Background: an optimization exercise with open tools, aiming at small area. Do not read the settings as production practice.
The RTL was checked by simulation tests, not by an equivalence proof against the original design.
No activity file was given, so power comes from the tool's default toggle rates.

Setup of 11-08:
// lx16a_sfe
module lx16a_sfe #(
    parameter BUS_MAXP  = 32,           
    parameter SHORT_LEN = 0             
) (
    input  wire                    clk,
    input  wire                    rst,
    input  wire                    txreq_valid,
    output wire                    txreq_ready,
    input  wire [31:0]             txreq_h,
    input  wire [8*BUS_MAXP-1:0]   txreq_p,
    output wire                    tx_valid,
    input  wire                    tx_ready,
    output reg  [7:0]              tx_data,
    input  wire                    rxarm_valid,
    output wire                    rxarm_ready,
    input  wire [23:0]             rxarm_a,
    input  wire                    rx_valid,
    output wire                    rx_ready,
    input  wire [7:0]              rx_data,
    input  wire                    rx_abort,
    input  wire [7:0]              csr_idx,
    output reg  [31:0]             csr_rdata,
    output wire [1:0]              rx_status,
    output wire                    ev_tx_done,
    output wire                    ev_match,
    output wire [7:0]              ev_match_id,
    output wire [7:0]              ev_match_cmd,
    output wire [7:0]              ev_match_np,
    output wire                    ev_discard,
    output reg  [2:0]              ev_discard_reason,
    output wire                    ev_aborted,
    output wire                    ev_req_err,
    output wire [2:0]              ev_req_err_flags
);
For scale: ~420 I/O pins.
==> flow/config.mk <==
export PLATFORM = sky130hd
export DESIGN_NAME = lx16a_sfe
export DESIGN_NICKNAME = lx16a_sfe
export VERILOG_FILES = /design/flow/design.v
export SDC_FILE = /design/flow/constraint.sdc
export NUM_CORES = 4
export LEC_CHECK = 0
export CAP_MARGIN = 20
export CORE_MARGIN = 2
export CORE_UTILIZATION = 70
export SLEW_MARGIN = 20
export BUFFER_PORTS_ARGS = -buffer_cell sky130_fd_sc_hd__buf_1
export CTS_ARGS = -sink_clustering_enable -repair_clock_nets -dont_use_dummy_load -sink_clustering_size 15 -sink_clustering_max_diameter 50 -buf_list sky130_fd_sc_hd__clkbuf_8
==> flow/constraint.sdc <==
create_clock -name core_clock -period 12.0 [get_ports {clk}]
set_input_delay 2.4000 -clock core_clock [delete_from_list [all_inputs] [get_ports {clk}]]
set_output_delay 2.4000 -clock core_clock [all_outputs]
set_load 0.01 [all_outputs]
standard.sh (not shown) runs the stock make flow with config.mk's settings and CLKGATE_MAP_FILE= SYNTH_SCRIPT=/design/flow/synth_recipe.tcl, a recipe that flattens the netlist after the stock synthesis.
==> flow/flow/run.sh <==
#!/bin/bash
# Layout flow: the standard flow (standard.sh) with three changes:
#  1. after the standard synthesis, the combinational logic is re-optimised (abc deepsyn) and re-mapped for area by
#     yosys/abc (flow/resyn.tcl); all registers keep their cells and names;
#  2. the port buffers inserted at placement use the smallest buffer cell;
#  3. CTS clusters up to 15 sinks per clkbuf_8 and inserts no dummy loads.
set -euo pipefail
W=$(pwd)
R=$W/orfs/results/${FLOW_PLATFORM:-sky130hd}/lx16a_sfe/base
cat >> config.mk <<'EOF'
export BUFFER_PORTS_ARGS = -buffer_cell sky130_fd_sc_hd__buf_1
export CTS_ARGS = -sink_clustering_enable -repair_clock_nets -dont_use_dummy_load -sink_clustering_size 15 -sink_clustering_max_diameter 50 -buf_list sky130_fd_sc_hd__clkbuf_8
EOF

bash standard.sh synth > synth_std.log 2>&1
cp $R/1_2_yosys.v $W/std_1_2_yosys.v

YOSYS=${YOSYS_EXE:-$FLOW_HOME/../tools/install/yosys/bin/yosys}
[ -x "$YOSYS" ] || YOSYS=$(command -v yosys)
PLAT=$FLOW_HOME/platforms/${FLOW_PLATFORM:-sky130hd}
export RESYN_LIB=$PLAT/lib/sky130_fd_sc_hd__tt_025C_1v80.lib
export RESYN_DONT_USE="$(sed -n '/DONT_USE_CELLS/,/^#/p' $PLAT/config.mk | grep -o 'sky130_fd_sc_hd__[A-Za-z0-9_]*' | sort -u | tr '\n' ' ')"
export RESYN_IN=$W/std_1_2_yosys.v RESYN_OUT=$W/resyn_1_2_yosys.v RESYN_STAT=$W/resyn_stat.txt
export RESYN_ABC=$W/flow/resyn.abc RESYN_TOP=${FLOW_TOP:-lx16a_sfe}
"$YOSYS" -c $W/flow/resyn.tcl > resyn.log 2>&1

cp $W/resyn_1_2_yosys.v $R/1_2_yosys.v
rm -f $R/1_synth.odb $R/1_synth.sdc
bash standard.sh finish > finish.log 2>&1
Other scripts of this flow, unchanged in this note and not shown: flow/flow/resyn.abc, flow/flow/resyn.tcl
Setup changes, 11-08 to 06-21
--- a/flow/flow/run.sh
+++ b/flow/flow/run.sh
@@ -5,3 +5,3 @@
 #  2. the port buffers inserted at placement use the smallest buffer cell;
-#  3. CTS clusters up to 15 sinks per clkbuf_8 and inserts no dummy loads.
+#  3. CTS clusters up to 20 sinks per clkbuf_16 and inserts no dummy loads.
 set -euo pipefail
@@ -11,3 +11,3 @@
 export BUFFER_PORTS_ARGS = -buffer_cell sky130_fd_sc_hd__buf_1
-export CTS_ARGS = -sink_clustering_enable -repair_clock_nets -dont_use_dummy_load -sink_clustering_size 15 -sink_clustering_max_diameter 50 -buf_list sky130_fd_sc_hd__clkbuf_8
+export CTS_ARGS = -sink_clustering_enable -repair_clock_nets -dont_use_dummy_load -sink_clustering_size 20 -sink_clustering_max_diameter 60 -buf_list sky130_fd_sc_hd__clkbuf_16
 EOF
--- a/flow/config.mk
+++ b/flow/config.mk
@@ -12,2 +12,2 @@
 export BUFFER_PORTS_ARGS = -buffer_cell sky130_fd_sc_hd__buf_1
-export CTS_ARGS = -sink_clustering_enable -repair_clock_nets -dont_use_dummy_load -sink_clustering_size 15 -sink_clustering_max_diameter 50 -buf_list sky130_fd_sc_hd__clkbuf_8
+export CTS_ARGS = -sink_clustering_enable -repair_clock_nets -dont_use_dummy_load -sink_clustering_size 20 -sink_clustering_max_diameter 60 -buf_list sky130_fd_sc_hd__clkbuf_16
When 06-21 is set beside 11-08, its combinational group share of total power turns out to be 0.2 points smaller.
Looking at final instance area across both flows, 06-21 is the weaker of the two, with 11-08 ahead.
For the cell count, 06-21 came in 9 lower than 11-08 did.
Per the comparison of 06-21 with 11-08, clock buffer count from CTS lost 20%; worst hold slack lost 0.0044 ns; switching power share of the total lost 0.90 points; total power picked up an extra 6.9%.
On clock slew seen by the registers of the worst setup and hold paths, 06-21 and 11-08 are neck and neck.
The more densely filled core belongs to 06-21, not 11-08.


Another version of the RTL of lx16a_sfe (not shown whole).
For scale: ~1,800 cells after synthesis.
==> flow/design.v (excerpt) <==
module lx16a_sfe #(
    parameter BUS_MAXP  = 32,           
    parameter SHORT_LEN = 0             
) (
    input  wire                    clk,
    input  wire                    rst,
    input  wire                    txreq_valid,
    output wire                    txreq_ready,
    input  wire [31:0]             txreq_h,
    input  wire [8*BUS_MAXP-1:0]   txreq_p,
    output wire                    tx_valid,
    input  wire                    tx_ready,
    output reg  [7:0]              tx_data,
    input  wire                    rxarm_valid,
    output wire                    rxarm_ready,
    input  wire [23:0]             rxarm_a,
    input  wire                    rx_valid,
    output wire                    rx_ready,
    input  wire [7:0]              rx_data,
    input  wire                    rx_abort,
    input  wire [7:0]              csr_idx,
    output reg  [31:0]             csr_rdata,
    output wire [1:0]              rx_status,
    output wire                    ev_tx_done,
    output wire                    ev_match,
    output wire [7:0]              ev_match_id,
    output wire [7:0]              ev_match_cmd,
    output wire [7:0]              ev_match_np,
    output wire                    ev_discard,
    output reg  [2:0]              ev_discard_reason,
    output wire                    ev_aborted,
    output wire                    ev_req_err,
    output wire [2:0]              ev_req_err_flags
);
    localparam [7:0] SYNC  = 8'h55;
    localparam [7:0] BCAST = 8'hFE;
    localparam [2:0] S_OFF = 3'd0, S_HUNT = 3'd1, S_SYNC2 = 3'd2, S_HDR_ID = 3'd3,
                     S_HDR_LEN = 3'd4, S_HDR_CMD = 3'd5, S_PARAM = 3'd6, S_CKSUM = 3'd7;
    localparam [1:0] ST_IDLE = 2'd0, ST_SCANNING = 2'd1, ST_MATCHED = 2'd2, ST_ABORTED = 2'd3;
    integer i;
    reg        tx_busy;
    reg [5:0]  tx_idx;
    reg [5:0]  tx_len;                  
    reg        tx_var;
    reg [7:0]  tx_id;
    reg [7:0]  tx_cmd;
    reg [7:0]  tx_acc;                  
    reg [255:0] tx_p;
  ...
==> flow/config.mk <==
export PLATFORM = sky130hd
export DESIGN_NAME = lx16a_sfe
export DESIGN_NICKNAME = lx16a_sfe
export VERILOG_FILES = /design/flow/design.v
export SDC_FILE = /design/flow/constraint.sdc
export NUM_CORES = 4
export LEC_CHECK = 0
export CAP_MARGIN = 20
export CORE_MARGIN = 2
export CORE_UTILIZATION = 70
export SLEW_MARGIN = 20
export BUFFER_PORTS_ARGS = -buffer_cell sky130_fd_sc_hd__buf_1
export CTS_ARGS = -sink_clustering_enable -repair_clock_nets -dont_use_dummy_load -sink_clustering_size 20 -sink_clustering_max_diameter 60 -buf_list sky130_fd_sc_hd__clkbuf_16
==> flow/constraint.sdc <==
create_clock -name core_clock -period 12.0 [get_ports {clk}]
set_input_delay 2.4000 -clock core_clock [delete_from_list [all_inputs] [get_ports {clk}]]
set_output_delay 2.4000 -clock core_clock [all_outputs]
set_load 0.01 [all_outputs]
==> flow/flow/run.sh <==
#!/bin/bash
# Layout flow: the standard flow (standard.sh) with three changes:
#  1. after the standard synthesis, the combinational logic is re-mapped for area by
#     yosys/abc (flow/resyn.tcl); all registers keep their cells and names;
#  2. the port buffers inserted at placement use the smallest buffer cell;
#  3. CTS clusters up to 20 sinks per clkbuf_16 and inserts no dummy loads.
set -euo pipefail
W=$(pwd)
R=$W/orfs/results/${FLOW_PLATFORM:-sky130hd}/lx16a_sfe/base
cat >> config.mk <<'EOF'
export BUFFER_PORTS_ARGS = -buffer_cell sky130_fd_sc_hd__buf_1
export CTS_ARGS = -sink_clustering_enable -repair_clock_nets -dont_use_dummy_load -sink_clustering_size 20 -sink_clustering_max_diameter 60 -buf_list sky130_fd_sc_hd__clkbuf_16
EOF

bash standard.sh synth > synth_std.log 2>&1
cp $R/1_2_yosys.v $W/std_1_2_yosys.v

YOSYS=${YOSYS_EXE:-$FLOW_HOME/../tools/install/yosys/bin/yosys}
[ -x "$YOSYS" ] || YOSYS=$(command -v yosys)
PLAT=$FLOW_HOME/platforms/${FLOW_PLATFORM:-sky130hd}
export RESYN_LIB=$PLAT/lib/sky130_fd_sc_hd__tt_025C_1v80.lib
export RESYN_DONT_USE="$(sed -n '/DONT_USE_CELLS/,/^#/p' $PLAT/config.mk | grep -o 'sky130_fd_sc_hd__[A-Za-z0-9_]*' | sort -u | tr '\n' ' ')"
export RESYN_IN=$W/std_1_2_yosys.v RESYN_OUT=$W/resyn_1_2_yosys.v RESYN_STAT=$W/resyn_stat.txt
export RESYN_ABC=$W/flow/resyn.abc RESYN_TOP=${FLOW_TOP:-lx16a_sfe}
"$YOSYS" -c $W/flow/resyn.tcl > resyn.log 2>&1

cp $W/resyn_1_2_yosys.v $R/1_2_yosys.v
rm -f $R/1_synth.odb $R/1_synth.sdc
bash standard.sh finish > finish.log 2>&1
==> flow/flow/resyn.abc <==
strash
&get -n
&fraig -x
&put
scorr
dc2
strash
&get -n
&dch -f
&nf -R 1000
&put
==> flow/flow/resyn.tcl <==
# Re-map the combinational logic of the standard synthesis netlist for area.
# Every flip-flop (and tie cell) instance is kept as it is: same cell, same name.
yosys read_liberty -ignore_miss_func $::env(RESYN_LIB)
yosys blackbox sky130_fd_sc_hd__*df* sky130_fd_sc_hd__*dl* sky130_fd_sc_hd__conb_*
yosys read_verilog $::env(RESYN_IN)
yosys hierarchy -top $::env(RESYN_TOP)
yosys flatten
yosys opt -purge
yosys setundef -zero
set du {}
foreach c $::env(RESYN_DONT_USE) { lappend du -dont_use $c }
yosys abc -script $::env(RESYN_ABC) -liberty $::env(RESYN_LIB) {*}$du
yosys splitnets
yosys opt_clean -purge
yosys hilomap -singleton -hicell sky130_fd_sc_hd__conb_1 HI -locell sky130_fd_sc_hd__conb_1 LO
yosys insbuf -buf sky130_fd_sc_hd__buf_4 A X
yosys check
yosys tee -o $::env(RESYN_STAT) stat -liberty $::env(RESYN_LIB)
yosys write_verilog -noattr -nohex -nodec $::env(RESYN_OUT)
The first run completed without violations.
Then changed:
--- a/flow/flow/run.sh
+++ b/flow/flow/run.sh
@@ -5,3 +5,3 @@
 #  2. the port buffers inserted at placement use the smallest buffer cell;
-#  3. CTS clusters up to 20 sinks per clkbuf_16 and inserts no dummy loads.
+#  3. CTS clusters up to 30 sinks per clkbuf_16 and inserts no dummy loads.
 set -euo pipefail
@@ -11,3 +11,3 @@
 export BUFFER_PORTS_ARGS = -buffer_cell sky130_fd_sc_hd__buf_1
-export CTS_ARGS = -sink_clustering_enable -repair_clock_nets -dont_use_dummy_load -sink_clustering_size 20 -sink_clustering_max_diameter 60 -buf_list sky130_fd_sc_hd__clkbuf_16
+export CTS_ARGS = -sink_clustering_enable -repair_clock_nets -dont_use_dummy_load -sink_clustering_size 30 -sink_clustering_max_diameter 60 -buf_list sky130_fd_sc_hd__clkbuf_16
 EOF
- CTS_ARGS: -sink_clustering_enable -repair_clock_nets -dont_use_dummy_load -sink_clustering_size 20 -sink_clustering_max_diameter 60 -buf_list sky130_fd_sc_hd__clkbuf_16 -> -sink_clustering_enable -repair_clock_nets -dont_use_dummy_load -sink_clustering_size 30 -sink_clustering_max_diameter 60 -buf_list sky130_fd_sc_hd__clkbuf_16
Utilization drops by 0.29 points.
Cell count stays flat.
Clock skew falls by 12 ps.
Fmax barely changes.
First-iteration DRC count goes up slightly.
Global-route usage shrinks by 0.40 points.
Sequential cell count does not change.
Via count stays flat.
Routed wire length came out lower slightly.
Hold slack hardly moves.
Worst setup slack gets better by 8.3 ps.

==> separate check: timing with driven ports <==
Ports are ideal in the flow. The routed layouts listed here were re-timed in OpenROAD.
Step 1: set_driving_cell puts a clkbuf_16 on clk and a buf_2 on each other input, an assumption about the parent block.
Step 2, shift: input delay + t, output delay - t, t = (earliest + latest rising clock arrival at the registers) / 2. This alone moves slack from input paths to output paths.
Slacks: ideal ports / drivers / drivers and shift; pairs: ideal ports / drivers.
run	t, ns	setup slack, ns	hold WS [ns]	latest minus earliest clock arrival (ns)	worst slew at a driven data input, ns
11-08	0.677	3.148 / 3.126 / 3.126	0.484 / 0.484 / 0.484	0.075 / 0.075	0.12
06-21	0.611	3.118 / 3.096 / 3.096	0.480 / 0.480 / 0.480	0.059 / 0.059	0.10
the first run of note 2	0.598	3.731 / 3.674 / 4.271	0.466 / 0.466 / 0.466	0.077 / 0.077	0.09
the second run of note 2	0.598	3.740 / 3.684 / 4.282	0.466 / 0.466 / 0.466	0.076 / 0.076	0.10
After both steps setup and hold are still met in every run listed.
